From an optimization exercise on the open Yosys and OpenROAD flow, aimed at small area; shortcuts taken in it are not production practice. Where RTL was checked, it was by simulation tests only, not by an equivalence proof against the original. No functional check of the RTL was part of runs 3 and 7. The clock port is modelled as an ideal driver; clocking choices that lean on that would not hold on a real chip. No activity file was given, so power comes from the tool's default toggle rates.

`flow/flow/run.sh`:
```
#!/bin/bash
# Standard layout with four changes: ABC maps the logic with an area-oriented
# script (flow/area.abc), synthesis's pass-through buffers are removed before
# placement (as the timing-driven placement does), the port buffers use the
# smallest buffer cell, and the clock tree uses mid-size buffers without
# dummy loads.
set -euo pipefail
export AREA_ABC_SCRIPT="$PWD/flow/area.abc"
export PRE_GLOBAL_PLACE_TCL="$PWD/flow/pre_global_place.tcl"
export BUFFER_PORTS_ARGS="-buffer_cell sky130_fd_sc_hd__buf_1"
export CTS_ARGS="-sink_clustering_enable -repair_clock_nets -dont_use_dummy_load -buf_list sky130_fd_sc_hd__clkbuf_8 -sink_clustering_size 20"
bash standard.sh SYNTH_SCRIPT="$PWD/flow/synth.tcl" finish > make_finish.log 2>&1
```
`flow/config.mk`:
```
export PLATFORM = sky130hd
export DESIGN_NAME = bst_rx
export DESIGN_NICKNAME = bst_rx
export VERILOG_FILES = /design/flow/design.v
export SDC_FILE = /design/flow/constraint.sdc
export NUM_CORES = 4
export LEC_CHECK = 0
export CAP_MARGIN = 0
export CORE_MARGIN = 2
export CORE_UTILIZATION = 40
export GPL_TIMING_DRIVEN = 0
export PLACE_DENSITY = 0.6
export SLEW_MARGIN = 0
```
`flow/flow/synth.tcl`:
```
# The standard synthesis (synth_recipe.tcl), with ABC run on an
# area-oriented script in place of ORFS's; the registers are mapped before
# ABC runs, so they come out as in the standard synthesis.
proc synth {args} { yosys synth -nofsm -noshare {*}$args }
proc abc {args} {
  set i [lsearch -exact $args -script]
  if { $i >= 0 } { set args [lreplace $args [expr {$i + 1}] [expr {$i + 1}] $::env(AREA_ABC_SCRIPT)] }
  yosys abc {*}$args
}
source $::env(SCRIPTS_DIR)/synth.tcl
# left out here: clear keep_hierarchy, flatten, clean up, hide names made inside functions, write 1_2_yosys.v
```
`flow/flow/area.abc`:
```
strash
&get -n
&st
&syn2
&dch -f
&nf -p -R 1000
&st
&syn2
&dch -f
&nf -p -R 1000
&put
```
`flow/flow/pre_global_place.tcl`:
```
# Remove synthesis's buffers; global_place.tcl then buffers the ports.
remove_buffers
```
`flow/constraint.sdc`:
```
create_clock -name core_clock -period 7.0 [get_ports {clk}]
set_input_delay 1.4000 -clock core_clock [delete_from_list [all_inputs] [get_ports {clk}]]
set_output_delay 1.4000 -clock core_clock [all_outputs]
set_load 0.01 [all_outputs]
```
`flow/design.v`:
```
module bst_msg_dec (
    input  wire         clk,
    input  wire [10:0]  n,           
    input  wire         is_a,        
    input  wire         is_b,        
    input  wire         is_d,        
    input  wire [7:0]   s_l,
    input  wire [7:0]   s_x,
    input  wire [7:0]   s_h2,
    input  wire [7:0]   s_pdus,
    input  wire [7:0]   s_pduf,
    input  wire [7:0]   s_c,
    output wire [2:0]   kind,        
    output wire [2:0]   prio,
    output wire         dst_valid,
    output wire [17:0]  pgn,
    output wire [10:0]  dlen,
    output reg  [2:0]   field,
    output wire         id_valid,
    output reg  [15:0]  declared,
    output wire [15:0]  actual
);
    localparam [2:0] F_HEADER = 3'd0;
    localparam [2:0] F_L      = 3'd1;
    localparam [2:0] F_DL     = 3'd2;
    localparam [2:0] F_LL     = 3'd3;
    localparam [2:0] F_DATA   = 3'd4;
    wire [15:0] ll = {s_h2, s_x};
    wire nz      = (n != 11'd0);
    wire short8  = (n < 11'd8);
    wire short13 = (n < 11'd13);
    wire short   = is_d ? short13 : short8;
    wire data_ok = (n <= 11'd16);
    wire ll_big  = (ll > 16'd1785);
    wire [8:0] l_plus2 = {1'b0, s_l} + 9'd2;
    wire       l_ok_now = (n == {2'd0, l_plus2});
    reg        l_ok;
    reg  [1:0] kind_r;       
    wire [3:0]  c = short ? 4'd0 : (is_d ? 4'd13 : (l_ok ? 4'd8 : 4'd2));
    wire [10:0] d = n - {7'd0, c};
    wire [15:0] t    = {is_d ? s_h2 : 8'd0, s_x};
    wire        t_ok = (t == {5'd0, d});
    wire ok_a = !short8 && l_ok && t_ok;
    wire ok_b = !short8 && l_ok && data_ok;
    wire ok_d = !short13 && !ll_big && t_ok;
    wire msg  = nz && ((is_a && ok_a) || (is_b && ok_b) || (is_d && ok_d));
    wire unk  = nz && !is_a && !is_b && !is_d;
    always @(posedge clk) begin
        l_ok   <= l_ok_now;
        kind_r <= msg ? 2'd0 : (unk ? 2'd2 : 2'd3);
    end
    assign kind      = {kind_r[1], 1'b0, kind_r[0]};
    assign prio      = is_a ? s_h2[2:0] : s_c[4:2];
    assign dst_valid = !is_b || (s_pduf[7:4] != 4'hF);
    assign pgn       = {s_c[1:0], s_pduf, (s_pduf[7:4] == 4'hF) ? s_pdus : 8'd0};
    assign dlen      = d;
    assign id_valid  = nz;
    assign actual    = (is_d && !short && ll_big) ? ll : {5'd0, d};
    always @* begin
        if (!nz || short) begin
            field    = F_HEADER;
            declared = !nz ? 16'd1 : (is_d ? 16'd13 : 16'd8);
        end else if (is_d) begin
            field    = ll_big ? F_DATA : F_LL;
            declared = ll_big ? 16'd1785 : t;
        end else if (!l_ok) begin
            field    = F_L;
            declared = {8'd0, s_l};
        end else if (is_b) begin
            field    = F_DATA;
            declared = 16'd8;
        end else begin
            field    = F_DL;
            declared = t;
        end
    end
endmodule
module bst_rx #(
    parameter MAX_FRAME = 1798
) (
    input  wire         clk,
    input  wire         rst,             
    input  wire         in_valid,
    input  wire [7:0]   in_byte,
    output reg          dat_valid,
    output wire [7:0]   dat_byte,
    output wire [10:0]  dat_idx,
    output reg          evt_valid,
    output wire [2:0]   evt_kind,
    output wire [7:0]   msg_tag,
    output wire [2:0]   msg_prio,
    output wire [7:0]   msg_pdus,
    output wire [7:0]   msg_pduf,
    output wire [1:0]   msg_dp,
    output wire [7:0]   msg_dst,
    output wire         msg_dst_valid,
    output wire [7:0]   msg_src,
    output wire [31:0]  msg_ts,
    output wire [1:0]   msg_trc,
    output wire         msg_dir,
    output wire [7:0]   msg_dpp,
    output wire [7:0]   msg_ctrl,
    output wire [17:0]  msg_pgn,
    output wire [10:0]  msg_dlen,
    output wire [10:0]  err_len,
    output wire [7:0]   err_byte,
    output wire [7:0]   err_expected,
    output wire         err_cks_valid,
    output wire [7:0]   err_id,
    output wire         err_id_valid,
    output wire [2:0]   err_field,
    output wire [15:0]  err_declared,
    output wire [15:0]  err_actual
);
    localparam [7:0] DLE = 8'h10;
    localparam [7:0] STX = 8'h02;
    localparam [7:0] ETX = 8'h03;
    localparam [1:0] S_SCAN     = 2'd0;
    localparam [1:0] S_SCAN_DLE = 2'd1;
    localparam [1:0] S_BODY     = 2'd2;
    localparam [1:0] S_BODY_ESC = 2'd3;
    localparam [1:0] E_FRAME    = 2'd0;
    localparam [1:0] E_CHECKSUM = 2'd1;
    localparam [1:0] E_UNESC    = 2'd2;
    localparam [1:0] E_TOOLARGE = 2'd3;
    reg  [1:0]   state;
    reg          empty;      
    reg  [10:0]  idx;        
    reg  [7:0]   nsum;       
    reg  [7:0]   blast;      
    reg  [1:0]   ek;         
    reg          cks_nz;     
    reg  [7:0]   s_tag, s_l, s_x, s_h2, s_pdus, s_pduf, s_src, s_dst, s_c;
    reg  [7:0]   s_ts0, s_ts1, s_ts2, s_ts3;
    wire is_a = (s_tag == 8'h93) || (s_tag == 8'h94);
    wire is_b = (s_tag == 8'h95);
    wire is_d = (s_tag == 8'hD0);
    wire b_dle = (in_byte == DLE);
    wire b_stx = (in_byte == STX);
    wire b_etx = (in_byte == ETX);
    wire [7:0]   nsum_all = nsum - blast;
    wire buf_full = !empty && idx[10] && idx[9] && idx[8] && idx[2] && idx[1];
    reg          append;         
    reg          unesc;          
    reg          fend;           
    reg          clear;          
    reg  [1:0]   next_state;
    reg          ev;             
    reg  [1:0]   ev_class;
    always @* begin
        append     = 1'b0;
        unesc      = 1'b0;
        fend       = 1'b0;
        clear      = 1'b0;
        next_state = state;
        ev         = 1'b0;
        ev_class   = E_TOOLARGE;
        case (state)
            S_SCAN: begin
                if (b_dle) next_state = S_SCAN_DLE;
            end
            S_SCAN_DLE: begin
                if (b_stx) begin
                    next_state = S_BODY;
                    clear      = 1'b1;
                end else if (!b_dle) begin
                    next_state = S_SCAN;
                end
            end
            S_BODY: begin
                if (b_dle) begin
                    next_state = S_BODY_ESC;
                end else if (buf_full) begin
                    ev         = 1'b1;
                    clear      = 1'b1;
                    next_state = S_SCAN;
                end else begin
                    append = 1'b1;
                end
            end
            S_BODY_ESC: begin
                if (b_dle) begin
                    if (buf_full) begin
                        ev         = 1'b1;
                        clear      = 1'b1;
                        next_state = S_SCAN;
                    end else begin
                        append     = 1'b1;
                        next_state = S_BODY;
                    end
                end else if (b_etx) begin
                    ev         = 1'b1;
                    fend       = 1'b1;
                    clear      = 1'b1;
                    next_state = S_SCAN;
                    ev_class   = (!empty && nsum_all == 8'd0) ? E_FRAME : E_CHECKSUM;
                end else begin
                    ev         = 1'b1;
                    unesc      = 1'b1;
                    clear      = 1'b1;
                    ev_class   = E_UNESC;
                    next_state = b_stx ? S_BODY : S_SCAN;
                end
            end
        endcase
    end
    wire [12:0] pos;
    genvar p;
    generate
        for (p = 0; p < 13; p = p + 1) begin : g_pos
            if (p == 0) begin : g0
                assign pos[p] = empty;
            end else begin : gn
                assign pos[p] = !empty && (idx == p - 1);
            end
        end
    endgenerate
    wire        wr = in_valid && (append || unesc);
    always @(posedge clk) begin
        if (rst) begin
            state <= S_SCAN;
            empty <= 1'b1;
        end else if (in_valid) begin
            state <= next_state;
            if (clear)
                empty <= 1'b1;
            else if (append)
                empty <= 1'b0;
        end
    end
    always @(posedge clk) begin
        if (in_valid && (append || unesc || fend))
            idx <= empty ? 11'd0 : idx + {10'd0, !fend};
        if (wr) begin
            nsum  <= empty ? 8'd0 : nsum_all;
            blast <= in_byte;
        end
        if (wr && pos[0])                              s_tag  <= in_byte;
        if (wr && (pos[1] || (pos[8] && is_d)))        s_l    <= in_byte;
        if (wr && (pos[1] || (pos[7] && is_a)))        s_x    <= in_byte;
        if (wr && pos[2])                              s_h2   <= in_byte;
        if (wr && (pos[3] || (pos[5] && !is_a)))       s_pdus <= in_byte;
        if (wr && (pos[4] || (pos[6] && !is_a)))       s_pduf <= in_byte;
        if (wr && pos[4])                              s_src  <= in_byte;
        if (wr && (pos[3] || (pos[5] && is_b) || (pos[6] && is_a)))
                                                       s_dst  <= in_byte;
        if (wr && (pos[5] || (pos[7] && !is_a)))       s_c    <= in_byte;
        if (wr && (pos[2] || (pos[9] && !is_b)))       s_ts0  <= in_byte;
        if (wr && (pos[3] || (pos[10] && !is_b)))      s_ts1  <= in_byte;
        if (wr && pos[11])                             s_ts2  <= in_byte;
        if (wr && pos[12])                             s_ts3  <= in_byte;
    end
    always @(posedge clk) begin
        if (rst) begin
            dat_valid <= 1'b0;
            evt_valid <= 1'b0;
        end else begin
            dat_valid <= in_valid && append;
            evt_valid <= in_valid && ev;
        end
        ek     <= ev_class;
        cks_nz <= !empty;
    end
    assign dat_byte = blast;
    assign dat_idx  = idx;
    wire [2:0] md_kind;
    bst_msg_dec u_msg (
        .clk(clk), .n(idx), .is_a(is_a), .is_b(is_b), .is_d(is_d),
        .s_l(s_l), .s_x(s_x), .s_h2(s_h2), .s_pdus(s_pdus), .s_pduf(s_pduf), .s_c(s_c),
        .kind(md_kind), .prio(msg_prio), .dst_valid(msg_dst_valid), .pgn(msg_pgn),
        .dlen(msg_dlen), .field(err_field), .id_valid(err_id_valid),
        .declared(err_declared), .actual(err_actual)
    );
    assign evt_kind = (ek == E_FRAME) ? md_kind : {1'b0, ek};
    assign msg_tag  = s_tag;
    assign msg_pdus = s_pdus;
    assign msg_pduf = s_pduf;
    assign msg_dp   = s_c[1:0];
    assign msg_dst  = s_dst;
    assign msg_src  = s_src;
    assign msg_ts   = {is_b ? 16'd0 : {s_ts3, s_ts2}, s_ts1, s_ts0};
    assign msg_trc  = s_c[6:5];
    assign msg_dir  = s_c[7];
    assign msg_dpp  = s_c;
    assign msg_ctrl = s_l;
    assign err_len       = idx;
    assign err_byte      = blast;
    assign err_expected  = nsum;
    assign err_cks_valid = cks_nz;
    assign err_id        = s_tag;
endmodule
```
`flow/standard.sh`:
```
#!/bin/bash
# synth_recipe.tcl (not shown) runs the flow's synth.tcl, then flattens the netlist and writes it again
# the make line also repeats each setting of config.mk as NAME=value (left out here)
make -C /OpenROAD-flow-scripts/flow DESIGN_CONFIG=/design/flow/config.mk WORK_HOME=/design/flow/orfs CLKGATE_MAP_FILE= SYNTH_SCRIPT=/design/flow/synth_recipe.tcl "${@:-finish}"
```
==> metrics.cfg, run 1 <==
[status]
status = complete, no violations

[clock_network]
cts_resized = 0
clock_tree.htree_level_count = 4
clock-sinks = 142
clockBufferDepth = 2
clock-root-buffer = clkbuf_8
cts_tree = done
holdBufCountCts = 0
cts.clk_slew.worst_paths_ns = 0.06
clkLatencyLatePin_ns = 0.44
cts_setup_buffers = 0
numCtsBuffers = 17

[placement]
place_worst_setup_slack_ns = 1.21
portBuffers = 227
dp_hpwl_mm = 13.7
globalplace.congestion = 0.877
placed_cells = 972

[timing]
final_hold_viol_count = 0
fin_crit_ns = 6.32
fin_skew_ns = 0.0201
fmax_mhz = 158
maxSlewViolCount = 0
period_share_pct = 90.4
setup_tns_ns = 0
holdWs_ns = 0.591
finalWorstSetupSlack_ns = 0.675
slew_headroom_pct = 23.4
rsz0062_at_grt = false
tightest_slew_ns = 1.14
setup_violations = 0

[critical_path]
cp_cell_sequence = nor2_1 > o21bai_1 > a21oi_1 > nor2_1 > ha_1 > clkinv_1 > fa_1 > a21oi_1 > nor2b_1 > nor2_1 > nand3b_1 > nor3_1 > xor2_1 > mux2_1 > buf_1
r2r_setup_slack_ns = 1.83
criticalPathCategory = flop to output pin
endpoint_kind = output pin
slowest_delay_ns = 0.82
crit_buf_inv = 2
cp_max_fo = 14
start_kind = flop
cp.required_ns = 5.60
critPathTopFamily = simple AND/OR/NAND/NOR gates
cpMaxStageDelayCell = edfxtp_1
cp.arrival_ns = 4.92
crit_top_cell = nor2_1

[routing]
antenna_left = 0
drt_wl_total_mm = 19.4
wl_per_cell_um = 19.6
dr_total_vias = 5208
post-route-drc-count = 0
drt-pass1-iter-count = 5
vias_per_cell = 5.26
drtIter0Drc = 358

[yosys]
synthAdderAreaFrac_pct = 3.14
syn_area_sq_um = 6850
synth-xor-area-share_pct = 4.73
synth-seq-cells = 142
synthSimpleGateAreaFrac_pct = 15.4
ys_seq_area_share_pct = 60.7
async_flop_share_pct = 0
synth_edf_count = 131
synth_compound_area_share_pct = 7.97
ys_warn_count = 2
muxShareOfSynthArea_pct = 1.64
postSynthAreaPerCell_sq_um = 12.1
synth_top_family_by_area = simple AND/OR/NAND/NOR gates
synth-main-ff-cell = edfxtp_1
syn_inst = 567
ys_types = 48

[global_route]
gr-total-overflow = 0
grt_first_pass_wirelength_mm = 29.2
grt_antenna_before_repair = 0
use_met3_pct = 6.68
met2_usage_pct = 33.4
grt_max_degree = 23
top_usage_layer = met2
met1_usage_pct = 28.8
grt_pass1_vias = 5123
grt_use_total_pct = 21.6

[floorplanning]
io_pins = 233
core_area_sq_um = 16600
die_h_um = 135
rows = 47
die-area_sq_um = 18200
initial_core_util_pct = 41.1
dieWidth_um = 135

[cells_and_area]
diodes = 0
area_growth_pct = 15.5
final_cell_mix = buf_1 (227), edfxtp_1 (131), nor2_1 (48)
mostFrequentLayoutCell = buf_1
fillers = 1571
nNetsFinal = 799
instances_no_fill = 990
drive_above_1_share_pct = 3.12

[job]
drv_cap = 0

[hold_path]
hold_path_class = flop to flop

[power_and_ir_drop]
peakVddDrop_uv = 144
power.density_nw_per_um2 = 179
power_leakage_nw = 2.51

tightest hold or removal path, delay by kind of cell, from the launching register on:
kind	cells	cell delay (ns)
compound gates	1	0.06
simple gates	1	0.10
flops	1	0.38
sequential cells by signal, indices dropped and copies added, names as in the netlist:
signal / flops
evt_valid: 1
u_msg.l_ok: 1
s_ts2: 8
s_src: 8
nsum: 8
empty: 1
blast: 8
idx: 11
s_pduf: 8
s_x: 8
s_ts3: 8
s_l: 8
state: 2
s_tag: 8
s_h2: 8
dat_valid: 1
ek: 2
u_msg.kind_r: 2
s_dst: 8
s_ts1: 8
s_c: 8
cks_nz: 1
s_pdus: 8
s_ts0: 8
area by class of cell:
cell class | instances | area, sq um | area share (%)
sequential | 142 | 4150 | 52.5
timing repair buffer | 230 | 875 | 11.1
multi-input combinational | 359 | 2290 | 29.0
inverter | 22 | 82.6 | 1.04
tap | 220 | 275 | 3.48
clock buffer | 17 | 234 | 2.96
cells by family after synthesis:
kind of cell    Yosys count
buf+inv                  70
xor+xnor                 37
mux                      10
flops                   142
compound gates           88
other cells               1
simple gates            203
fa+ha+maj                16
where the power goes:
part / switching, mW / leakage [nW] / internal [mW]
sequential: 0.000599 / 1.27 / 0.924
combinational: 0.0198 / 1.11 / 0.00278
clock: 0.258 / 0.122 / 0.214
through the flow:
stage                     power, mW  instance area, sq um  utilization [%]
final                          1.42                  7910             47.5
after global routing           1.47                  7910             47.5
after CTS                      1.43                  7900             47.4
after detailed placement      0.966                  7660             46.0
after global placement        0.965                  7630             45.9
after floorplan               0.949                  6860                -
cells in the mapped netlist (2+ instances only):
cell         n  area share, %
nor3b_1      4           0.44
a2111oi_0    4           0.51
or3_1        5           0.46
nand4_1      5           0.46
nand3_1     14            1.0
o21a_1       4           0.44
nor3_1      11           0.80
clkinv_1    22            1.2
nor2_1      48            2.6
nand2_1     37            2.0
buf_4       47            5.2
xnor2_1     18            2.3
and2_0      21            1.9
ha_1        14            2.6
a21oi_1     26            1.9
and3_1      10           0.91
dfxtp_1     11            3.2
a21o_1       8           0.88
fa_1         2           0.58
nand2b_1    11            1.0
nor4b_1      2           0.26
nor4_1       6           0.55
nor2b_1     19            1.7
xor2_1      19            2.4
nand3b_1     4           0.44
a211oi_1     2           0.22
o21ai_0     25            1.8
and4_1       2           0.26
a22oi_1      5           0.55
mux2_1      10            1.6
o21bai_1     2           0.22
a31oi_1      3           0.27
edfxtp_1   131             57
layer usage:
layer | wire (um) | up-vias
li1 | - | 2409
met1 | 8450 | 2506
met2 | 8950 | 265
met3 | 1680 | 28
met4 | 330 | 0
met5 | 0 | -
path summary, 6_finish.rpt:
check,endpoint,startpoint,cells past startpoint
min reg2reg,state[0],state[0],2
min,state[0],state[0],2
max reg2reg,u_msg.kind_r[0],idx[1],17
max,err_actual[10],idx[1],15
==> run 2: changes to the inputs <==
--- a/flow/flow/run.sh
+++ b/flow/flow/run.sh
@@ -8,5 +8,5 @@
 export AREA_ABC_SCRIPT="$PWD/flow/area.abc"
 export PRE_GLOBAL_PLACE_TCL="$PWD/flow/pre_global_place.tcl"
 export BUFFER_PORTS_ARGS="-buffer_cell sky130_fd_sc_hd__buf_1"
-export CTS_ARGS="-sink_clustering_enable -repair_clock_nets -dont_use_dummy_load -buf_list sky130_fd_sc_hd__clkbuf_8 -sink_clustering_size 20"
+export CTS_ARGS="-sink_clustering_enable -repair_clock_nets -dont_use_dummy_load -root_buf sky130_fd_sc_hd__clkbuf_8 -buf_list sky130_fd_sc_hd__clkbuf_4 -sink_clustering_size 8 -sink_clustering_max_diameter 40"
 bash standard.sh SYNTH_SCRIPT="$PWD/flow/synth.tcl" finish > make_finish.log 2>&1
==> metrics.cfg, run 2 <==
[yosys]
ys_types = 48
synth.area.top_cells = edfxtp_1 (57%), buf_4 (5.2%), dfxtp_1 (3.2%)
synthAdderAreaFrac_pct = 3.14
synth_area_leader_cell = edfxtp_1
syn_area_sq_um = 6850
yosysTopAreaCellShare_pct = 57.4
ys_warn_count = 2
ys_top_cells_by_count = edfxtp_1 (131), nor2_1 (48), buf_4 (47), nand2_1 (37), a21oi_1 (26)
synth_edf_count = 131
synth-seq-cells = 142
synth_compound_area_share_pct = 7.97
synthSimpleGateAreaFrac_pct = 15.4
synth-main-ff-cell = edfxtp_1
async_flop_share_pct = 0
yosysMostFrequentCell = edfxtp_1
ys_seq_area_share_pct = 60.7
synth_top_family_by_area = simple AND/OR/NAND/NOR gates
postSynthAreaPerCell_sq_um = 12.1
syn_inst = 567
muxShareOfSynthArea_pct = 1.64
synth-xor-area-share_pct = 4.73

[floorplanning]
rows = 47
core_area_sq_um = 16600
die_h_um = 135
die-area_sq_um = 18200
dieWidth_um = 135
initial_core_util_pct = 41.1
io_pins = 233

[clock_network]
cts.clk_slew.worst_paths_ns = 0.09
clkLatencyLatePin_ns = 0.43
clockBufferDepth = 2
numCtsBuffers = 17
holdBufCountCts = 0
cts_resized = 0
clock-sinks = 142
clock-root-buffer = clkbuf_8
clock_tree.htree_level_count = 4
cts_tree = done
cts_setup_buffers = 0

[power_and_ir_drop]
peakVddDrop_uv = 138
power_mw = 1.31
p_switching_mw = 0.261
internal-power_mw = 1.04
power_leakage_nw = 2.47
seqPwrFrac_pct = 70.7
clockPowerShare_pct = 27.6
power.density_nw_per_um2 = 167
p_comb_share_pct = 1.7
switching_share_pct = 20.0

[critical_path]
criticalPathCategory = flop to output pin
critPathTopFamily = simple AND/OR/NAND/NOR gates
cp.arrival_ns = 4.91
start_kind = flop
endpoint_kind = output pin
cp.required_ns = 5.60
cpMaxStageDelayCell = edfxtp_1
cp_cell_sequence = nor2_1 > o21bai_1 > a21oi_1 > nor2_1 > ha_1 > clkinv_1 > fa_1 > a21oi_1 > nor2b_1 > nor2_1 > nand3b_1 > nor3_1 > xor2_1 > mux2_1 > buf_1
crit_top_cell = nor2_1
cp_max_fo = 14
crit_buf_inv = 2
slowest_delay_ns = 0.83

[global_route]
gr-total-overflow = 0
met1_usage_pct = 28.7
grt_use_total_pct = 21.6
grt_first_pass_wirelength_mm = 29.2
grt_pass1_vias = 5141
grt_max_degree = 23
top_usage_layer = met2
use_met3_pct = 6.68
grt_antenna_before_repair = 0
met2_usage_pct = 33.4

[cells_and_area]
diodes = 0
nNetsFinal = 799
largest-register = idx
final_cell_mix = buf_1 (227), edfxtp_1 (131), nor2_1 (48)
drive_above_1_share_pct = 3.12
largest_register_ffs = 11
area_growth_pct = 14.1
mostFrequentLayoutCell = buf_1

[timing]
maxSlewViolCount = 0
tightest_slew_ns = 1.17
setup_violations = 0
fin_skew_ns = 0.0308
slew_headroom_pct = 21.7
fin_crit_ns = 6.31
rsz0062_at_grt = false
final_hold_viol_count = 0
period_share_pct = 90.2
fmax_mhz = 158
setup_tns_ns = 0

[routing]
drt_wl_total_mm = 19.4
drtIter0Drc = 366
drt-pass1-iter-count = 5
antenna_left = 0
post-route-drc-count = 0
dr_total_vias = 5223
vias_per_cell = 5.28
wl_per_cell_um = 19.6

[placement]
globalplace.congestion = 0.877
dp_hpwl_mm = 13.7
portBuffers = 227

[job]
drv_cap = 0

[hold_path]
hold_path_class = flop to flop

[status]
status = complete, no violations

[run 2: cell counts after synthesis]
No cell type changed its count.
[run 2: worst register-to-register path: cells and delay by family (launching register included)]
family | cells | cell delay [ns]
simple gates | 5 | 1.25
fa+ha+maj | 2 | 0.67
flops | 1 | 0.83
xor+xnor | 1 | 0.22
buf+inv | 1 | 0.09
compound gates | 8 | 1.97
[run 2: logic make-up (layout without fill, tap and decap cells)]
family,after synthesis,in the layout
AOI/OAI and AO/OA,88,88
adders and majority gates,16,16
xor gates and xnor gates,37,37
muxes,10,10
other,1,5
DFF,142,142
buffers and inverters,70,269
and+or+nand+nor,203,203
[run 2: area by class of cell]
cell class,instances,area (sq um)
tap,220,275
sequential,142,4150
multi-input combinational,359,2290
fill,1584,8830
clock buffer,17,134
timing repair buffer,230,875
inverter,22,82.6
[run 2: metrics by stage]
step	cells	setup WS (ns)	hold slack [ns]	util [%]	area, sq um
after floorplan	571	2.13	0.512	-	6860
after global placement	970	0.533	0.545	45.9	7630
after detailed placement	972	1.21	0.578	46.0	7660
after CTS	989	0.736	0.592	46.8	7790
after global routing	990	0.262	0.627	46.9	7810
final	990	0.686	0.599	46.9	7810
[run 2: power groups by stage]
stage	registers, mW	clock network (mW)	logic, mW
global route	0.924	0.411	0.0245
finish	0.923	0.360	0.0225
detailed placement	0.943	0	0.0230
floorplan	0.943	0	0.00631
CTS	0.923	0.375	0.0231
global placement	0.943	0	0.0225
[run 2: layer usage]
metal | vias up | wire length, um
li1 | 2414 | -
met1 | 2527 | 8510
met2 | 254 | 8890
met3 | 28 | 1630
met4 | 0 | 396
met5 | - | 0
[run 2: final timing paths]
check	to	cells past startpoint	slack, ns	start
setup / recovery	err_actual[10]	15	0.69	idx[1]
hold reg to reg	state[0]	2	0.60	state[0]
hold / removal	state[0]	2	0.60	state[0]
setup reg to reg	u_msg.kind_r[0]	17	1.84	idx[1]
==> run 3: changes to the inputs <==
--- a/flow/design.v
+++ b/flow/design.v
@@ -35,21 +35,18 @@
     wire [8:0] l_plus2 = {1'b0, s_l} + 9'd2;
     wire       l_ok_now = (n == {2'd0, l_plus2});
     reg        l_ok;
-    reg  [1:0] kind_r;       
+    always @(posedge clk)
+        l_ok <= l_ok_now;
     wire [3:0]  c = short ? 4'd0 : (is_d ? 4'd13 : (l_ok ? 4'd8 : 4'd2));
     wire [10:0] d = n - {7'd0, c};
     wire [15:0] t    = {is_d ? s_h2 : 8'd0, s_x};
-    wire        t_ok = (t == {5'd0, d});
+    wire        t_ok = (t[10:0] == d);
     wire ok_a = !short8 && l_ok && t_ok;
     wire ok_b = !short8 && l_ok && data_ok;
     wire ok_d = !short13 && !ll_big && t_ok;
     wire msg  = nz && ((is_a && ok_a) || (is_b && ok_b) || (is_d && ok_d));
     wire unk  = nz && !is_a && !is_b && !is_d;
-    always @(posedge clk) begin
-        l_ok   <= l_ok_now;
-        kind_r <= msg ? 2'd0 : (unk ? 2'd2 : 2'd3);
-    end
-    assign kind      = {kind_r[1], 1'b0, kind_r[0]};
+    assign kind      = msg ? 3'd0 : (unk ? 3'd4 : 3'd5);
     assign prio      = is_a ? s_h2[2:0] : s_c[4:2];
     assign dst_valid = !is_b || (s_pduf[7:4] != 4'hF);
     assign pgn       = {s_c[1:0], s_pduf, (s_pduf[7:4] == 4'hF) ? s_pdus : 8'd0};
@@ -86,7 +83,7 @@
     output wire [7:0]   dat_byte,
     output wire [10:0]  dat_idx,
     output reg          evt_valid,
-    output wire [2:0]   evt_kind,
+    output reg  [2:0]   evt_kind,
     output wire [7:0]   msg_tag,
     output wire [2:0]   msg_prio,
     output wire [7:0]   msg_pdus,
@@ -128,7 +125,6 @@
     reg  [10:0]  idx;        
     reg  [7:0]   nsum;       
     reg  [7:0]   blast;      
-    reg  [1:0]   ek;         
     reg          cks_nz;     
     reg  [7:0]   s_tag, s_l, s_x, s_h2, s_pdus, s_pduf, s_src, s_dst, s_c;
     reg  [7:0]   s_ts0, s_ts1, s_ts2, s_ts3;
@@ -140,6 +136,7 @@
     wire b_etx = (in_byte == ETX);
     wire [7:0]   nsum_all = nsum - blast;
     wire buf_full = !empty && idx[10] && idx[9] && idx[8] && idx[2] && idx[1];
+    wire [2:0] md_kind;      
     reg          append;         
     reg          unesc;          
     reg          fend;           
@@ -258,12 +255,11 @@
             dat_valid <= in_valid && append;
             evt_valid <= in_valid && ev;
         end
-        ek     <= ev_class;
+        evt_kind <= (ev_class == E_FRAME) ? md_kind : {1'b0, ev_class};
         cks_nz <= !empty;
     end
     assign dat_byte = blast;
     assign dat_idx  = idx;
-    wire [2:0] md_kind;
     bst_msg_dec u_msg (
         .clk(clk), .n(idx), .is_a(is_a), .is_b(is_b), .is_d(is_d),
         .s_l(s_l), .s_x(s_x), .s_h2(s_h2), .s_pdus(s_pdus), .s_pduf(s_pduf), .s_c(s_c),
@@ -271,7 +267,6 @@
         .dlen(msg_dlen), .field(err_field), .id_valid(err_id_valid),
         .declared(err_declared), .actual(err_actual)
     );
-    assign evt_kind = (ek == E_FRAME) ? md_kind : {1'b0, ek};
     assign msg_tag  = s_tag;
     assign msg_pdus = s_pdus;
     assign msg_pduf = s_pduf;
==> flow/flow/run.sh (replaced) <==
#!/bin/bash
# Standard layout with these changes:
# - synthesis maps the logic with ABC on each of four area-oriented scripts
#   (flow/area*.abc) and keeps the smallest result (flow/synth.tcl);
# - synthesis's pass-through buffers are removed before placement, as the
#   timing-driven placement does (flow/pre_global_place.tcl);
# - the port buffers use the smallest buffer cell;
# - the clock tree uses small leaf buffers without dummy loads, and leaf
#   buffers whose flip-flops would see a slow clock edge are upsized
#   (flow/post_cts.tcl).
set -euo pipefail
F="$PWD/flow"
export AREA_ABC_SCRIPTS="$F/area1.abc $F/area2.abc $F/area3.abc $F/area4.abc"
export PRE_GLOBAL_PLACE_TCL="$F/pre_global_place.tcl"
export POST_CTS_TCL="$F/post_cts.tcl"
export BUFFER_PORTS_ARGS="-buffer_cell sky130_fd_sc_hd__buf_1"
export CTS_ARGS="-sink_clustering_enable -repair_clock_nets -dont_use_dummy_load -root_buf sky130_fd_sc_hd__clkbuf_8 -buf_list sky130_fd_sc_hd__clkbuf_4 -sink_clustering_size 8 -sink_clustering_max_diameter 40"
bash standard.sh SYNTH_SCRIPT="$F/synth.tcl" finish > make_finish.log 2>&1
==> flow/flow/area1.abc (new file) <==
strash
&get -n
&st
&dc2
&syn2
&dch -f
&nf -p -R 1000 -C 32
&st
&dc2
&syn2
&dch -f
&nf -p -R 1000 -C 32
&put
==> flow/flow/area2.abc (new file) <==
strash
&get -n
&st
&dc2
&syn3
&dch -f
&nf -p -R 1000 -C 32
&st
&dc2
&syn3
&dch -f
&nf -p -R 1000 -C 32
&put
==> flow/flow/area3.abc (new file) <==
strash
&get -n
&st
&syn2
&dch -f
&nf -p -R 1000
&st
&syn2
&dch -f
&nf -p -R 1000
&put
==> flow/flow/area4.abc (new file) <==
strash
&get -n
&st
&dc2
&syn2
&dch -f
&nf -p -R 1000 -C 32 -F 8 -A 8 -a
&st
&dc2
&syn2
&dch -f
&nf -p -R 1000 -C 32 -F 8 -A 8 -a
&put
==> flow/flow/post_cts.tcl (new file) <==
# Upsize each leaf clock buffer whose flip-flops would see a slow clock edge,
# then legalize the placement again.
estimate_parasitics -placement
set upsized 0
foreach inst [get_cells clkbuf*] {
  if { [get_property $inst ref_name] ne "sky130_fd_sc_hd__clkbuf_4" } { continue }
  set net [get_nets -of_objects [get_pins [get_name $inst]/X]]
  set worst 0
  foreach p [get_pins -of_objects $net] {
    if { [get_property $p direction] eq "input" } {
      set s [get_property $p slew_max]
      if { $s > $worst } { set worst $s }
    }
  }
  if { $worst > 0.115 } {
    puts "post-CTS: [get_name $inst] drives a clock slew of $worst ns; upsizing"
    replace_cell $inst sky130_fd_sc_hd__clkbuf_8
    incr upsized
  }
}
puts "post-CTS: upsized $upsized clock buffers"
if { $upsized > 0 } {
  detailed_placement
  check_placement -verbose
  estimate_parasitics -placement
}
==> flow/flow/synth.tcl (replaced) <==
# The standard synthesis (synth_recipe.tcl), with ABC run on each of the
# area-oriented scripts listed in AREA_ABC_SCRIPTS in place of ORFS's script;
# the mapping with the smallest cell area is kept. The registers are mapped
# before ABC runs, so they come out as in the standard synthesis.
proc synth {args} { yosys synth -nofsm -noshare {*}$args }
proc abc {args} {
  set i [lsearch -exact $args -script]
  set libs {}
  for {set j 0} {$j < [llength $args]} {incr j} {
    if { [lindex $args $j] eq "-liberty" } { lappend libs -liberty [lindex $args [expr {$j + 1}]] }
  }
  set stat_file $::env(OBJECTS_DIR)/abc_choice_stat.txt
  yosys design -save before_abc
  set best_area -1
  set best_k -1
  set k 0
  foreach script $::env(AREA_ABC_SCRIPTS) {
    yosys design -load before_abc
    set a $args
    if { $i >= 0 } { set a [lreplace $a [expr {$i + 1}] [expr {$i + 1}] $script] }
    yosys abc {*}$a
    yosys tee -q -o $stat_file stat {*}$libs
    set f [open $stat_file r]
    set txt [read $f]
    close $f
    if { [regexp {Chip area for module[^:]*:\s*([0-9.eE+]+)} $txt -> area] } {
      puts "ABC script $script: cell area $area"
      if { $best_area < 0 || $area < $best_area } {
        set best_area $area
        set best_k $k
      }
    }
    yosys design -save after_abc_$k
    incr k
  }
  puts "ABC: keeping script [lindex $::env(AREA_ABC_SCRIPTS) $best_k] (cell area $best_area)"
  yosys design -load after_abc_$best_k
}
source $::env(SCRIPTS_DIR)/synth.tcl
# left out here: clear keep_hierarchy, flatten, clean up, hide names made inside functions, write 1_2_yosys.v
removed: flow/flow/area.abc
==> metrics.cfg, run 3 <==
[status]
status = complete, no violations

[power_and_ir_drop]
peakVddDrop_uv = 116
p_comb_share_pct = 1.5
seqPwrFrac_pct = 69.7
internal-power_mw = 1.04
switching_share_pct = 20.7
power_leakage_nw = 2.33
clockPowerShare_pct = 28.9
power.density_nw_per_um2 = 172
p_switching_mw = 0.273

[global_route]
grt_antenna_before_repair = 0
grt_use_total_pct = 20.5
grt_max_degree = 26
grt_pass1_vias = 4755
gr-total-overflow = 0
grt_first_pass_wirelength_mm = 27.4

[critical_path]
r2r_cells = 21
start_kind = flop
r2r_setup_slack_ns = 1.63
cp_cell_sequence = or2_0 > a31o_1 > nand2_1 > clkinv_1 > ha_1 > clkinv_1 > fa_1 > a21o_1 > a21oi_1 > nor3b_1 > nand2_1 > nor3_1 > xnor2_1 > clkinv_1 > buf_1
cp_max_fo = 15
crit-reg2reg-launch = idx[1]
cp.required_ns = 5.60
crit_start = idx[1]
regToRegEndpoint = evt_kind[0]
slowest_delay_ns = 0.79
cp.arrival_ns = 4.61
crit_top_cell = clkinv_1
endpoint_kind = output pin
criticalPathCategory = flop to output pin
cpMaxStageDelayCell = edfxtp_1
endpoint = msg_dlen[10]

[timing]
setup_violations = 0
period_share_pct = 85.9
holdWs_ns = 0.515
maxSlewViolCount = 0
fin_skew_ns = 0.0354
fmax_mhz = 166
slew_headroom_pct = 17.1
setup_tns_ns = 0
rsz0062_at_grt = false
tightest_slew_ns = 1.24
fin_crit_ns = 6.01
final_hold_viol_count = 0

[yosys]
postSynthAreaPerCell_sq_um = 12.5
ys_types = 48
syn_inst = 537
synth-main-ff-cell = edfxtp_1
synth_area_leader_cell = edfxtp_1
synth-seq-cells = 141
ys_warn_count = 2
yosysMostFrequentCell = edfxtp_1
ys_seq_area_share_pct = 61.8
synth.area.top_cells = edfxtp_1 (59%), buf_4 (5.3%), dfxtp_1 (3.0%)
async_flop_share_pct = 0
ys_top_cells_by_count = edfxtp_1 (131), buf_4 (47), nor2_1 (41), nand2_1 (39), nor2b_1 (29)
synth_edf_count = 131
syn_area_sq_um = 6690
yosysTopAreaCellShare_pct = 58.8

[job]
drv_cap = 0

[placement]
globalplace.congestion = 0.881
dp_hpwl_mm = 13.0
portBuffers = 227
dpl_cell_area_sq_um = 7480

[routing]
wl_per_cell_um = 19.3
drt-pass1-iter-count = 4
vias_per_cell = 5.15
antenna_left = 0
drt_wl_total_mm = 18.5
drtIter0Drc = 364
dr_total_vias = 4939
post-route-drc-count = 0

[cells_and_area]
mostFrequentLayoutCell = buf_1
area_growth_pct = 14.0
largest-register = idx
final_cell_mix = buf_1 (227), edfxtp_1 (131), nor2_1 (41)
nNetsFinal = 768
drive_above_1_share_pct = 2.57
largest_register_ffs = 11
fin_area_sq_um = 7630
diodes = 0

[clock_network]
clkLatencyLatePin_ns = 0.44
cts.clk_slew.worst_paths_ns = 0.11
cts_tree = done
clock-sinks = 141

[floorplanning]
core_area_sq_um = 16500
die-area_sq_um = 17800
rows = 47
dieWidth_um = 133
die_h_um = 133
io_pins = 233
initial_core_util_pct = 40.6

[hold_path]
hold_path_class = flop to flop

run 3: cell count changes in the layout (fill, tap and decap cells not counted), moves of 5 or more:
cell	previous run	this run
o21ai_0	25	9
nor2b_1	19	29
and2_0	21	11
nor3_1	9	15
or2_0	1	6
and3_1	10	4
nor2_1	48	41
a21oi_1	26	21
run 3: worst min path at each step:
stage	endpoint	slack, ns	cells past startpoint	start
final	state[1]	0.52	2	state[1]
after detailed placement	state[1]	0.50	2	state[1]
after global placement	state[1]	0.48	2	state[1]
after floorplan	state[1]	0.46	2	state[1]
after global routing	state[1]	0.54	2	state[1]
run 3: routing by layer:
metal  routed length, um  part of all wire [%]  vias up  GRT usage (%)
li1                    -                     -     2289              -
met1                7930                    43     2393           27.2
met2                8690                    47      236           32.3
met5                   0                     0        -              0
met3                1530                   8.3       21           6.16
met4                 326                   1.8        0           7.09
run 3: power groups by stage:
stage / clock network, mW / logic (mW) / registers [mW]
finish: 0.380 / 0.0192 / 0.917
global route: 0.416 / 0.0212 / 0.917
detailed placement: 0 / 0.0199 / 0.936
global placement: 0 / 0.0196 / 0.936
floorplan: 0 / 0.00407 / 0.936
run 3: area by class of cell:
| type | instances | area, sq um |
|---|---|---|
| multi-input cells | 333 | 2150 |
| fillers | 1607 | 8830 |
| clock buffers | 17 | 140 |
| repair buffers | 228 | 857 |
| inverters | 20 | 75.1 |
| well taps | 220 | 275 |
| flip-flops and latches | 141 | 4130 |
run 3: per-stage QoR:
step                total power, mW  util (%)  cells  worst slack, ns
floorplan                     0.940         -    541             2.24
global route                   1.35      46.4    959            0.714
finish                         1.32      46.4    959            0.990
detailed placement            0.956      45.4    941            0.758
global placement              0.955      45.4    941            0.914
run 3: worst max-delay path, delay by kind of cell, from the launching register on:
family          cells  cell delay, ns
buf+inv             4            0.58
simple gates        5            1.25
fa+ha+maj           2            0.58
xor+xnor            1            0.27
compound gates      3            0.70
flops               1            0.79
run 3: cells by family (layout without fill, tap and decap cells):
logic type	count (synthesis)	count (layout)	share of synthesized area (%)
compound gates	65	65	6.30
other cells	1	5	0.0560
mux	9	9	1.51
simple gates	194	194	15.0
fa+ha+maj	16	16	3.22
flops	141	141	61.8
buf+inv	67	265	6.39
xor+xnor	44	44	5.76
==> run 4: changes to the inputs <==
--- a/flow/design.v
+++ b/flow/design.v
@@ -226,8 +226,8 @@
         end
     end
     always @(posedge clk) begin
-        if (in_valid && (append || unesc || fend))
-            idx <= empty ? 11'd0 : idx + {10'd0, !fend};
+        idx <= (in_valid && (append || unesc || fend) && empty) ? 11'd0
+             : idx + {10'd0, in_valid && (append || unesc)};
         if (wr) begin
             nsum  <= empty ? 8'd0 : nsum_all;
             blast <= in_byte;
==> metrics.cfg, run 4 <==
[power_and_ir_drop]
p_comb_share_pct = 1.5
p_switching_mw = 0.260
power_leakage_nw = 2.51
power_mw = 1.31
power.density_nw_per_um2 = 174
switching_share_pct = 19.8
internal-power_mw = 1.05
peakVddDrop_uv = 157
clockPowerShare_pct = 29.3
seqPwrFrac_pct = 69.2

[job]
drv_cap = 0

[yosys]
postSynthAreaPerCell_sq_um = 12.1
syn_area_sq_um = 6610
synth-seq-cells = 141
synth-main-ff-cell = edfxtp_1
yosysMostFrequentCell = edfxtp_1
synth_edf_count = 120
synth_area_leader_cell = edfxtp_1
ys_types = 46
syn_inst = 547
yosysTopAreaCellShare_pct = 54.5
ys_warn_count = 2
ys_seq_area_share_pct = 60.9
synth.area.top_cells = edfxtp_1 (55%), dfxtp_1 (6.4%), buf_4 (5.3%)
async_flop_share_pct = 0
ys_top_cells_by_count = edfxtp_1 (120), nor2_1 (58), buf_4 (47), nand2_1 (33), nor2b_1 (30)

[critical_path]
cp.arrival_ns = 4.60
crit_buf_inv = 2
cpMaxStageDelayCell = nor4_1
cp.required_ns = 5.60
endpoint_kind = output pin
slowest_delay_ns = 0.78
cp_cell_sequence = nor4_1 > nand3_1 > or3_1 > o21ai_0 > nor2_1 > clkinv_1 > ha_1 > a21o_1 > a21oi_1 > nand2_1 > or4_1 > xor2_1 > a21oi_1 > buf_1
critPathTopFamily = simple AND/OR/NAND/NOR gates
cp_max_fo = 9
criticalPathCategory = flop to output pin
crit_top_cell = a21oi_1
start_kind = flop
crit-reg2reg-launch = idx[7]
crit_start = idx[7]

[global_route]
grt_max_degree = 24
grt_use_total_pct = 21.0
grt_pass1_vias = 4988
grt_antenna_before_repair = 0
grt_first_pass_wirelength_mm = 27.9
gr-total-overflow = 0

[placement]
dp_hpwl_mm = 13.2
portBuffers = 227
dpl_cell_area_sq_um = 7400
place_worst_setup_slack_ns = 1.36
globalplace.congestion = 0.876

[floorplanning]
dieWidth_um = 133
core_area_sq_um = 16000
io_pins = 233
die_h_um = 133
die-area_sq_um = 17600
rows = 46
initial_core_util_pct = 41.3

[cells_and_area]
fin_area_sq_um = 7560
final_cell_mix = buf_1 (227), edfxtp_1 (120), nor2_1 (58)
largest_register_ffs = 11
area_growth_pct = 14.4
largest-register = idx
drive_above_1_share_pct = 2.53
mostFrequentLayoutCell = buf_1
nNetsFinal = 779
diodes = 0
fillers = 1548

[timing]
fin_crit_ns = 6.00
maxSlewViolCount = 0
fmax_mhz = 167
setup_violations = 0
rsz0062_at_grt = false
fin_skew_ns = 0.0421
final_hold_viol_count = 0
period_share_pct = 85.7
finalWorstSetupSlack_ns = 1.00
tightest_slew_ns = 1.31
setup_tns_ns = 0
slew_headroom_pct = 11.6

[clock_network]
clock-sinks = 141
clkLatencyLatePin_ns = 0.43
cts_tree = done
cts.clk_slew.worst_paths_ns = 0.09

[routing]
drtIter0Drc = 261
dr_total_vias = 5005
vias_per_cell = 5.18
drt-pass1-iter-count = 5
drt_wl_total_mm = 18.2
post-route-drc-count = 0
wl_per_cell_um = 18.9
antenna_left = 0

[hold_path]
min-delay-start = state[1]
hold_path_class = flop to flop

[status]
status = complete, no violations

run 4: changes by cell type after synthesis, sizes merged, moves of 5 or more:
cell | previous run | this run
and2 | 11 | 5
and3 | 4 | 10
dfxtp | 10 | 21
edfxtp | 131 | 120
nand2 | 39 | 33
nor2 | 41 | 58
nor3 | 15 | 6
o21ai | 9 | 17
o22ai | 0 | 5
run 4: area by class of cell:
cell class | count | area (sq um) | area share, %
repair buffers | 229 | 862 | 11.4
clock buffers | 17 | 159 | 2.10
flip-flops and latches | 141 | 4020 | 53.2
multi-input cells | 340 | 2160 | 28.6
inverters | 23 | 86.3 | 1.14
well taps | 216 | 270 | 3.57
run 4: layer usage:
metal  track usage [%]  vias up  routed length (um)
li1                  -     2326                   -
met1              26.7     2424                7720
met2              33.4      236                8530
met3              7.89       19                1730
met4              6.27        0                 240
met5                 0        -                   0
run 4: logic make-up after synthesis:
logic type      synth area share (%)
xor+xnor                        5.30
flops                           60.9
other cells                   0.0567
compound gates                  6.76
fa+ha+maj                       3.26
mux                             2.20
simple gates                    14.9
buf+inv                         6.65
run 4: power by group through the flow:
stage                     Sequential, mW  Clock, mW  Combinational, mW
after floorplan                    0.927          0            0.00419
after global placement             0.927          0             0.0199
after detailed placement           0.927          0             0.0202
after global routing               0.908      0.431             0.0220
final                              0.908      0.385             0.0197
run 4: worst paths after layout:
kind                   endpoint  slack, ns  cells after the start
setup / recovery  err_actual[8]       1.00                     14
hold / removal            empty       0.52                      1
setup reg to reg    evt_kind[0]       1.51                     20
hold reg to reg           empty       0.52                      1
run 4: stage by stage:
stage / utilization [%] / hold WS [ns] / instances
after floorplan: - / 0.503 / 551
final: 47.3 / 0.522 / 966
after global routing: 47.3 / 0.552 / 966
after global placement: 46.2 / 0.514 / 947
after detailed placement: 46.2 / 0.527 / 948
==> run 5: changes to the inputs <==
--- a/flow/flow/post_cts.tcl
+++ b/flow/flow/post_cts.tcl
@@ -12,7 +12,7 @@
       if { $s > $worst } { set worst $s }
     }
   }
-  if { $worst > 0.115 } {
+  if { $worst > 0.105 } {
     puts "post-CTS: [get_name $inst] drives a clock slew of $worst ns; upsizing"
     replace_cell $inst sky130_fd_sc_hd__clkbuf_8
     incr upsized
==> metrics.cfg, run 5 <==
[yosys]
synth_edf_count = 120
yosysTopAreaCellShare_pct = 54.5
synth.area.top_cells = edfxtp_1 (55%), dfxtp_1 (6.4%), buf_4 (5.3%)
syn_inst = 547
synth_area_leader_cell = edfxtp_1
yosysMostFrequentCell = edfxtp_1
synth-main-ff-cell = edfxtp_1
ys_warn_count = 2
ys_seq_area_share_pct = 60.9
ys_top_cells_by_count = edfxtp_1 (120), nor2_1 (58), buf_4 (47), nand2_1 (33), nor2b_1 (30)
ys_types = 46
synth-seq-cells = 141
postSynthAreaPerCell_sq_um = 12.1
async_flop_share_pct = 0
syn_area_sq_um = 6610

[global_route]
gr-total-overflow = 0
grt_first_pass_wirelength_mm = 27.9
met1_usage_pct = 26.7
grt_use_total_pct = 21.0
grt_max_degree = 24
grt_pass1_vias = 4986
use_met3_pct = 7.89
grt_antenna_before_repair = 0
top_usage_layer = met2
met2_usage_pct = 33.4

[floorplanning]
die_h_um = 133
rows = 46
dieWidth_um = 133
die-area_sq_um = 17600
io_pins = 233
core_area_sq_um = 16000
initial_core_util_pct = 41.3

[hold_path]
min-delay-start = state[1]
hold_path_class = flop to flop

[status]
status = complete, no violations

[timing]
fin_skew_ns = 0.0254
maxSlewViolCount = 0
period_share_pct = 85.8
rsz0062_at_grt = false
setup_tns_ns = 0
fin_crit_ns = 6.01
slew_headroom_pct = 11.9
setup_violations = 0
final_hold_viol_count = 0
holdWs_ns = 0.522
tightest_slew_ns = 1.31
fmax_mhz = 167

[placement]
dp_hpwl_mm = 13.2
portBuffers = 227
globalplace.congestion = 0.876

[routing]
drt-pass1-iter-count = 5
antenna_left = 0
dr_total_vias = 5012
vias_per_cell = 5.19
wl_per_cell_um = 18.9
drt_wl_total_mm = 18.2
post-route-drc-count = 0
drtIter0Drc = 257

[critical_path]
cp.arrival_ns = 4.61
cp.required_ns = 5.60
cp_max_fo = 9
crit-reg2reg-launch = idx[7]
start_kind = flop
crit_start = idx[7]
endpoint_kind = output pin
criticalPathCategory = flop to output pin

[cells_and_area]
largest-register = idx
diodes = 0
fillers = 1548
nNetsFinal = 779
largest_register_ffs = 11
area_growth_pct = 14.6
multi_input_comb_area_sq_um = 2160
final_cell_mix = buf_1 (227), edfxtp_1 (120), nor2_1 (58)
mostFrequentLayoutCell = buf_1
drive_above_1_share_pct = 2.53
regArea_sq_um = 4020

[clock_network]
clkLatencyLatePin_ns = 0.43
cts_tree = done
cts.clk_slew.worst_paths_ns = 0.09
clock-sinks = 141

[job]
drv_cap = 0

[power_and_ir_drop]
power.density_nw_per_um2 = 175
power_leakage_nw = 2.52
peakVddDrop_uv = 160

==> run 5: cell types whose count changed in the layout (fill, tap and decap cells not counted) <==
cell and delta:
clkbuf_4 -2, clkbuf_8 +2
==> run 5: final timing paths <==
check                           depth (start not counted)       endpoint  slack [ns]
worst max-delay path                                   14  err_actual[8]        0.99
worst min-delay path                                    1          empty        0.52
worst max register to register                         20    evt_kind[0]        1.50
worst min register to register                          1          empty        0.52
==> run 5: per-stage QoR <==
stage / instance area (sq um) / setup WS, ns / power, mW / util (%) / cells
3_3_place_gp: 7390 / 0.856 / 0.947 / 46.2 / 947
5_1_grt: 7570 / 0.572 / 1.37 / 47.3 / 966
6_report: 7570 / 0.995 / 1.33 / 47.3 / 966
2_1_floorplan: 6620 / 2.22 / 0.931 / - / 551
3_5_place_dp: 7400 / 1.36 / 0.947 / 46.2 / 948
==> run 5: worst max-delay path, cell delays in order (launching register included) <==
cell,delay [ns]
dfxtp_1,0.44
nor4_1,0.78
nand3_1,0.29
or3_1,0.50
o21ai_0,0.16
nor2_1,0.13
clkinv_1,0.11
ha_1,0.26
a21o_1,0.20
a21oi_1,0.21
nand2_1,0.13
or4_1,0.43
xor2_1,0.18
a21oi_1,0.19
buf_1,0.17
==> run 5: kinds of logic (layout without fill, tap and decap cells) <==
| kind of cell | after synthesis | count (layout) | share of synthesized area, % |
|---|---|---|---|
| adder cells (fa/ha/maj) | 16 | 16 | 3.26 |
| flip-flops | 141 | 141 | 60.9 |
| multiplexers | 13 | 13 | 2.20 |
| buffers and inverters | 70 | 269 | 6.65 |
| AO/OA/AOI/OAI | 73 | 73 | 6.76 |
| XOR/XNOR | 40 | 40 | 5.30 |
| AND/OR/NAND/NOR | 193 | 193 | 14.9 |
| other | 1 | 5 | 0.0567 |
==> run 5: metal layers <==
| metal | vias up | part of all wire [%] |
|---|---|---|
| met1 | 2431 | 43 |
| met5 | - | 0 |
| met4 | 0 | 1.4 |
| met3 | 22 | 9.1 |
| met2 | 232 | 47 |
| li1 | 2327 | - |
==> run 5: where the power goes <==
part | total (mW) | internal [mW] | switching (mW)
sequential | 0.908 | 0.908 | 0.0000192
clock | 0.399 | 0.155 | 0.244
combinational | 0.0198 | 0.00172 | 0.0180
==> run 5: final cells by class <==
type / instances / share of cell area (%)
multi-input combinational: 340 / 28.5
clock buffer: 17 / 2.26
inverter: 23 / 1.14
timing repair buffer: 229 / 11.4
tap: 216 / 3.57
sequential: 141 / 53.1
==> run 6: changes to the inputs <==
--- a/flow/config.mk
+++ b/flow/config.mk
@@ -7,7 +7,7 @@
 export LEC_CHECK = 0
 export CAP_MARGIN = 0
 export CORE_MARGIN = 2
-export CORE_UTILIZATION = 40
+export CORE_UTILIZATION = 65
 export GPL_TIMING_DRIVEN = 0
-export PLACE_DENSITY = 0.6
+export PLACE_DENSITY = 0.75
 export SLEW_MARGIN = 0
==> metrics.cfg, run 6 <==
[timing]
setup_tns_ns = 0
slew_headroom_pct = 19.7
fin_crit_ns = 6.04
rsz0062_at_grt = false
fmax_mhz = 166
fin_skew_ns = 0.0256
period_share_pct = 86.3
tightest_slew_ns = 1.19
final_hold_viol_count = 0
maxSlewViolCount = 0
setup_violations = 0

[placement]
dp_hpwl_mm = 12.0
portBuffers = 227
globalplace.congestion = 0.976
placed_cells = 865

[floorplanning]
dieWidth_um = 105
die-area_sq_um = 11000
core_area_sq_um = 9820
initial_core_util_pct = 67.3
io_pins = 233
rows = 36
die_h_um = 105

[global_route]
gr-total-overflow = 0
grt_first_pass_wirelength_mm = 25.8
grt_pass1_vias = 4812
grt_max_degree = 24
grt_antenna_before_repair = 0
grt_use_total_pct = 30.9

[yosys]
postSynthAreaPerCell_sq_um = 12.1
syn_area_sq_um = 6610
async_flop_share_pct = 0
synth_area_leader_cell = edfxtp_1
synth-main-ff-cell = edfxtp_1
synth.area.top_cells = edfxtp_1 (55%), dfxtp_1 (6.4%), buf_4 (5.3%)
ys_seq_area_share_pct = 60.9
yosysMostFrequentCell = edfxtp_1
syn_inst = 547
yosysTopAreaCellShare_pct = 54.5
ys_top_cells_by_count = edfxtp_1 (120), nor2_1 (58), buf_4 (47), nand2_1 (33), nor2b_1 (30)
ys_types = 46
synth-seq-cells = 141
synth_edf_count = 120
ys_warn_count = 2

[routing]
drt_wl_total_mm = 16.8
drt-pass1-iter-count = 5
dr_total_vias = 5035
drtIter0Drc = 435
antenna_left = 0
post-route-drc-count = 0
vias_per_cell = 5.71
wl_per_cell_um = 19.1

[power_and_ir_drop]
power_leakage_nw = 2.51
power_mw = 1.31
power.density_nw_per_um2 = 176
peakVddDrop_uv = 156

[cells_and_area]
nNetsFinal = 778
instances_no_fill = 882
largest-register = idx
largest_register_ffs = 11
diodes = 0
area_growth_pct = 12.9
drive_above_1_share_pct = 2.54
final_cell_mix = buf_1 (227), edfxtp_1 (120), nor2_1 (58)
mostFrequentLayoutCell = buf_1

[status]
status = complete, no violations

[critical_path]
cp.required_ns = 5.60
endpoint_kind = output pin
cp.arrival_ns = 4.64
start_kind = flop
r2r_setup_slack_ns = 1.54
cp_max_fo = 9
criticalPathCategory = flop to output pin

[clock_network]
clkLatencyLatePin_ns = 0.40
clock-sinks = 141
cts_tree = done
cts.clk_slew.worst_paths_ns = 0.09

[hold_path]
hold_path_class = flop to flop

[job]
drv_cap = 0

## run 6: cell types whose count changed in the layout (fill, tap and decap cells not counted), sizes merged
cell,change
buf,-1
## run 6: cell families (layout without fill, tap and decap cells)
group | Yosys count | after routing | share of synthesized area [%]
and+or+nand+nor | 193 | 193 | 14.9
DFF | 141 | 141 | 60.9
AOI/OAI and AO/OA | 73 | 73 | 6.76
buffers and inverters | 70 | 268 | 6.65
xor gates and xnor gates | 40 | 40 | 5.30
adders and majority gates | 16 | 16 | 3.26
muxes | 13 | 13 | 2.20
other | 1 | 5 | 0.0567
## run 6: path summary, 6_finish.rpt
path | from | endpoint | depth (start not counted)
setup / recovery | idx[7] | msg_dlen[8] | 14
hold / removal | state[1] | empty | 1
setup reg to reg | idx[7] | evt_kind[0] | 20
hold reg to reg | state[1] | empty | 1
## run 6: worst max-delay path: stages, from the launching register on
cell and delay, ns:
dfxtp_1 0.43, nor4_1 0.73, nand3_1 0.32, or3_1 0.53
o21ai_0 0.17, nor2_1 0.13, clkinv_1 0.10, ha_1 0.26
a21o_1 0.19, a21oi_1 0.22, nand2_1 0.12, or4_1 0.42
xor2_1 0.33, clkinv_1 0.15, buf_1 0.15
## run 6: report_power, final
part / switching [mW] / internal (mW) / total, mW
Clock: 0.243 / 0.143 / 0.386
Sequential: 0.0000182 / 0.908 / 0.908
Combinational: 0.0167 / 0.00172 / 0.0185
Total: 0.260 / 1.05 / 1.31
## run 6: routing by layer
layer | vias up | share of wire, % | wire length (um) | GRT usage (%)
li1 | 2330 | - | - | -
met1 | 2385 | 39 | 6560 | 40.0
met2 | 298 | 49 | 8310 | 50.0
met3 | 22 | 10 | 1720 | 10.4
met4 | 0 | 1.4 | 233 | 8.67
met5 | - | 0 | 0 | 0
## run 6: stage by stage
| stage | hold slack (ns) | cell area, sq um | utilization, % | setup slack (ns) |
|---|---|---|---|---|
| finish | 0.572 | 7460 | 76.0 | 0.961 |
| global route | 0.623 | 7460 | 76.0 | 0.593 |
| detailed placement | 0.543 | 7290 | 74.3 | 1.47 |
| global placement | 0.516 | 7290 | 74.2 | 1.39 |
| floorplan | 0.503 | 6620 | - | 2.22 |
## run 6: layout make-up
cell class,instances,area [sq um]
well taps,133,166
repair buffers,228,857
multi-input cells,340,2170
inverters,23,86.3
flip-flops and latches,141,4020
clock buffers,17,159
fillers,661,2360
==> run 7: changes to the inputs <==
--- a/flow/design.v
+++ b/flow/design.v
@@ -1,5 +1,4 @@
 module bst_msg_dec (
-    input  wire         clk,
     input  wire [10:0]  n,           
     input  wire         is_a,        
     input  wire         is_b,        
@@ -30,13 +29,10 @@
     wire short8  = (n < 11'd8);
     wire short13 = (n < 11'd13);
     wire short   = is_d ? short13 : short8;
-    wire data_ok = (n <= 11'd16);
+    wire data_ok = (s_l <= 8'd14);      
     wire ll_big  = (ll > 16'd1785);
     wire [8:0] l_plus2 = {1'b0, s_l} + 9'd2;
-    wire       l_ok_now = (n == {2'd0, l_plus2});
-    reg        l_ok;
-    always @(posedge clk)
-        l_ok <= l_ok_now;
+    wire       l_ok    = (n == {2'd0, l_plus2});
     wire [3:0]  c = short ? 4'd0 : (is_d ? 4'd13 : (l_ok ? 4'd8 : 4'd2));
     wire [10:0] d = n - {7'd0, c};
     wire [15:0] t    = {is_d ? s_h2 : 8'd0, s_x};
@@ -126,11 +122,13 @@
     reg  [7:0]   nsum;       
     reg  [7:0]   blast;      
     reg          cks_nz;     
-    reg  [7:0]   s_tag, s_l, s_x, s_h2, s_pdus, s_pduf, s_src, s_dst, s_c;
+    reg  [7:0]   s_l, s_x, s_h2, s_pdus, s_pduf, s_src, s_dst, s_c;
     reg  [7:0]   s_ts0, s_ts1, s_ts2, s_ts3;
-    wire is_a = (s_tag == 8'h93) || (s_tag == 8'h94);
-    wire is_b = (s_tag == 8'h95);
-    wire is_d = (s_tag == 8'hD0);
+    reg          t_lo, t_hi, t_d;
+    wire is_a  = t_lo ^ t_hi;
+    wire is_b  = t_lo && t_hi;
+    wire is_d  = t_d;
+    wire known = t_lo || t_hi || t_d;
     wire b_dle = (in_byte == DLE);
     wire b_stx = (in_byte == STX);
     wire b_etx = (in_byte == ETX);
@@ -232,7 +230,11 @@
             nsum  <= empty ? 8'd0 : nsum_all;
             blast <= in_byte;
         end
-        if (wr && pos[0])                              s_tag  <= in_byte;
+        if (wr && pos[0]) begin
+            t_lo <= (in_byte == 8'h93) || (in_byte == 8'h95);
+            t_hi <= (in_byte == 8'h94) || (in_byte == 8'h95);
+            t_d  <= (in_byte == 8'hD0);
+        end
         if (wr && (pos[1] || (pos[8] && is_d)))        s_l    <= in_byte;
         if (wr && (pos[1] || (pos[7] && is_a)))        s_x    <= in_byte;
         if (wr && pos[2])                              s_h2   <= in_byte;
@@ -245,7 +247,7 @@
         if (wr && (pos[2] || (pos[9] && !is_b)))       s_ts0  <= in_byte;
         if (wr && (pos[3] || (pos[10] && !is_b)))      s_ts1  <= in_byte;
         if (wr && pos[11])                             s_ts2  <= in_byte;
-        if (wr && pos[12])                             s_ts3  <= in_byte;
+        if (wr && (pos[0] || (pos[12] && known)))      s_ts3  <= in_byte;
     end
     always @(posedge clk) begin
         if (rst) begin
@@ -261,13 +263,15 @@
     assign dat_byte = blast;
     assign dat_idx  = idx;
     bst_msg_dec u_msg (
-        .clk(clk), .n(idx), .is_a(is_a), .is_b(is_b), .is_d(is_d),
+        .n(idx), .is_a(is_a), .is_b(is_b), .is_d(is_d),
         .s_l(s_l), .s_x(s_x), .s_h2(s_h2), .s_pdus(s_pdus), .s_pduf(s_pduf), .s_c(s_c),
         .kind(md_kind), .prio(msg_prio), .dst_valid(msg_dst_valid), .pgn(msg_pgn),
         .dlen(msg_dlen), .field(err_field), .id_valid(err_id_valid),
         .declared(err_declared), .actual(err_actual)
     );
-    assign msg_tag  = s_tag;
+    wire [7:0] tag = known ? {1'b1, t_d, 1'b0, 1'b1, 1'b0, t_hi, t_lo && !t_hi, t_lo}
+                           : s_ts3;
+    assign msg_tag  = tag;
     assign msg_pdus = s_pdus;
     assign msg_pduf = s_pduf;
     assign msg_dp   = s_c[1:0];
@@ -282,5 +286,5 @@
     assign err_byte      = blast;
     assign err_expected  = nsum;
     assign err_cks_valid = cks_nz;
-    assign err_id        = s_tag;
+    assign err_id        = tag;
 endmodule
--- a/flow/config.mk
+++ b/flow/config.mk
@@ -7,7 +7,7 @@
 export LEC_CHECK = 0
 export CAP_MARGIN = 0
 export CORE_MARGIN = 2
-export CORE_UTILIZATION = 65
+export CORE_UTILIZATION = 40
 export GPL_TIMING_DRIVEN = 0
-export PLACE_DENSITY = 0.75
+export PLACE_DENSITY = 0.6
 export SLEW_MARGIN = 0
==> metrics.cfg, run 7 <==
[critical_path]
cp_cell_sequence = clkinv_1 > a221oi_1 > nand4_1 > nor4_1 > nor2_1 > or2_0 > ha_1 > nand2_1 > nand3b_1 > nor3_1 > or3b_1 > nor3_1 > xor2_1 > mux2_1 > buf_1
slowest_delay_ns = 0.70
criticalPathCategory = flop to output pin
critPathTopFamily = simple AND/OR/NAND/NOR gates
cp.required_ns = 5.60
cpMaxStageDelayCell = nor4_1
start_kind = flop
cp.arrival_ns = 5.29
crit_top_cell = nor3_1
endpoint_kind = output pin
cp_max_fo = 11
crit_buf_inv = 2

[timing]
maxSlewViolCount = 0
tightest_slew_ns = 1.25
fmax_mhz = 149
setup_tns_ns = 0
final_hold_viol_count = 0
fin_crit_ns = 6.69

[placement]
portBuffers = 227
dp_hpwl_mm = 12.9
place_worst_setup_slack_ns = 0.741

[floorplanning]
initial_core_util_pct = 41.2
rows = 46
io_pins = 233
core_area_sq_um = 15900
die-area_sq_um = 17500
die_h_um = 132
dieWidth_um = 132

[hold_path]
hold_path_class = flop to flop

[yosys]
synthAdderAreaFrac_pct = 4.00
async_flop_share_pct = 0
ys_seq_area_share_pct = 58.7
synthSimpleGateAreaFrac_pct = 16.4
yosysTopAreaCellShare_pct = 52.6
synth_top_family_by_area = simple AND/OR/NAND/NOR gates
ys_warn_count = 2
synth-main-ff-cell = edfxtp_1
synth-seq-cells = 135
syn_area_sq_um = 6570
synth_edf_count = 115
ys_types = 50
synth.area.top_cells = edfxtp_1 (53%), dfxtp_1 (6.1%), buf_4 (5.4%)
yosysMostFrequentCell = edfxtp_1
syn_inst = 559
synth_compound_area_share_pct = 6.12
synth-xor-area-share_pct = 5.87
postSynthAreaPerCell_sq_um = 11.7

[cells_and_area]
mostFrequentLayoutCell = buf_1
drive_above_1_share_pct = 2.63
largest_register_ffs = 11
diodes = 0
largest-register = idx
area_growth_pct = 14.9
final_cell_mix = buf_1 (227), edfxtp_1 (115), nor2_1 (65)

[routing]
drt-pass1-iter-count = 5
drtIter0Drc = 349
dr_total_vias = 5111
wl_per_cell_um = 18.8
drt_wl_total_mm = 18.4
vias_per_cell = 5.23
antenna_left = 0
top_layer_used = met4

[clock_network]
cts.clk_slew.worst_paths_ns = 0.07
cts_tree = done

[status]
status = complete, no violations

[global_route]
grt_antenna_before_repair = 0
grt_use_total_pct = 20.8
grt_pass1_vias = 4949

[power_and_ir_drop]
peakVddDrop_uv = 163
power.density_nw_per_um2 = 171

[job]
drv_cap = 0

## run 7: cell types whose count changed in the layout (fill, tap and decap cells not counted), sizes merged, moves of 4 or more
| cell | previous run | this run |
|---|---|---|
| a21oi | 23 | 15 |
| edfxtp | 120 | 115 |
| o21ai | 17 | 8 |
| nor2b | 30 | 34 |
| nand2b | 5 | 9 |
| nor2 | 58 | 65 |
| nand2 | 33 | 37 |
| nor3 | 6 | 14 |
## run 7: metal layers
| layer | vias to the layer above | global-route usage [%] |
|---|---|---|
| li1 | 2356 | - |
| met2 | 252 | 34.3 |
| met4 | 0 | 6.22 |
| met1 | 2481 | 26.9 |
| met5 | - | 0 |
| met3 | 22 | 5.54 |
## run 7: logic make-up (layout without fill, tap and decap cells)
kind of cell    after synthesis  count (layout)
other cells                   1               5
fa+ha+maj                    20              20
xor+xnor                     44              44
simple gates                216             216
buf+inv                      72             270
mux                          12              12
compound gates               59              59
flops                       135             135
## run 7: cell type report
class                      count  area, sq um  area share (%)
clock buffer                  17          171            2.27
inverter                      25         93.8            1.24
multi-input combinational    356         2290            30.4
sequential                   135         3850            51.1
tap                          216          270            3.58
timing repair buffer         228          860            11.4
## run 7: path summary, 6_finish.rpt
check,start,endpoint,cells after the start
worst max-delay path,idx[2],err_actual[10],15
worst min-delay path,state[1],evt_valid,2
worst max register to register,idx[2],evt_kind[0],16
worst min register to register,state[1],evt_valid,2
## run 7: worst reg2reg max path, stage by stage (launching register included)
cell and delay (ns):
dfxtp_1 0.62, clkinv_1 0.23, a221oi_1 0.36, nand4_1 0.13, nor4_1 0.70, nor2_1 0.34, or2_0 0.33, ha_1 0.35
nand2_1 0.10, nand3b_1 0.12, nor3_1 0.22, or3b_1 0.41, nor3_1 0.19, xor2_1 0.42, xnor2_1 0.15, o31ai_1 0.42
o21ai_0 0.13
## run 7: power breakdown
group	switching, mW	total, mW	internal, mW
combinational	0.0235	0.0281	0.00461
sequential	0.00166	0.871	0.869
clock	0.238	0.393	0.155
total	0.263	1.29	1.03
## run 7: through the flow
step	power, mW	cells	hold WS, ns	utilization (%)	instance area [sq um]
after floorplan	0.898	563	0.511	-	6580
after global placement	0.917	959	0.548	46.1	7350
after detailed placement	0.918	960	0.559	46.2	7370
after global routing	1.34	977	0.619	47.3	7540
final	1.29	977	0.586	47.3	7540

Re-timed with assumed drivers on the ports (clkbuf_16 on the clock, buf_2 on other inputs), run 7 has 0.272 ns of setup slack against 0.311 ns with ideal ports, and 0.713 ns once port delays also move by the mid clock arrival of 0.441 ns.
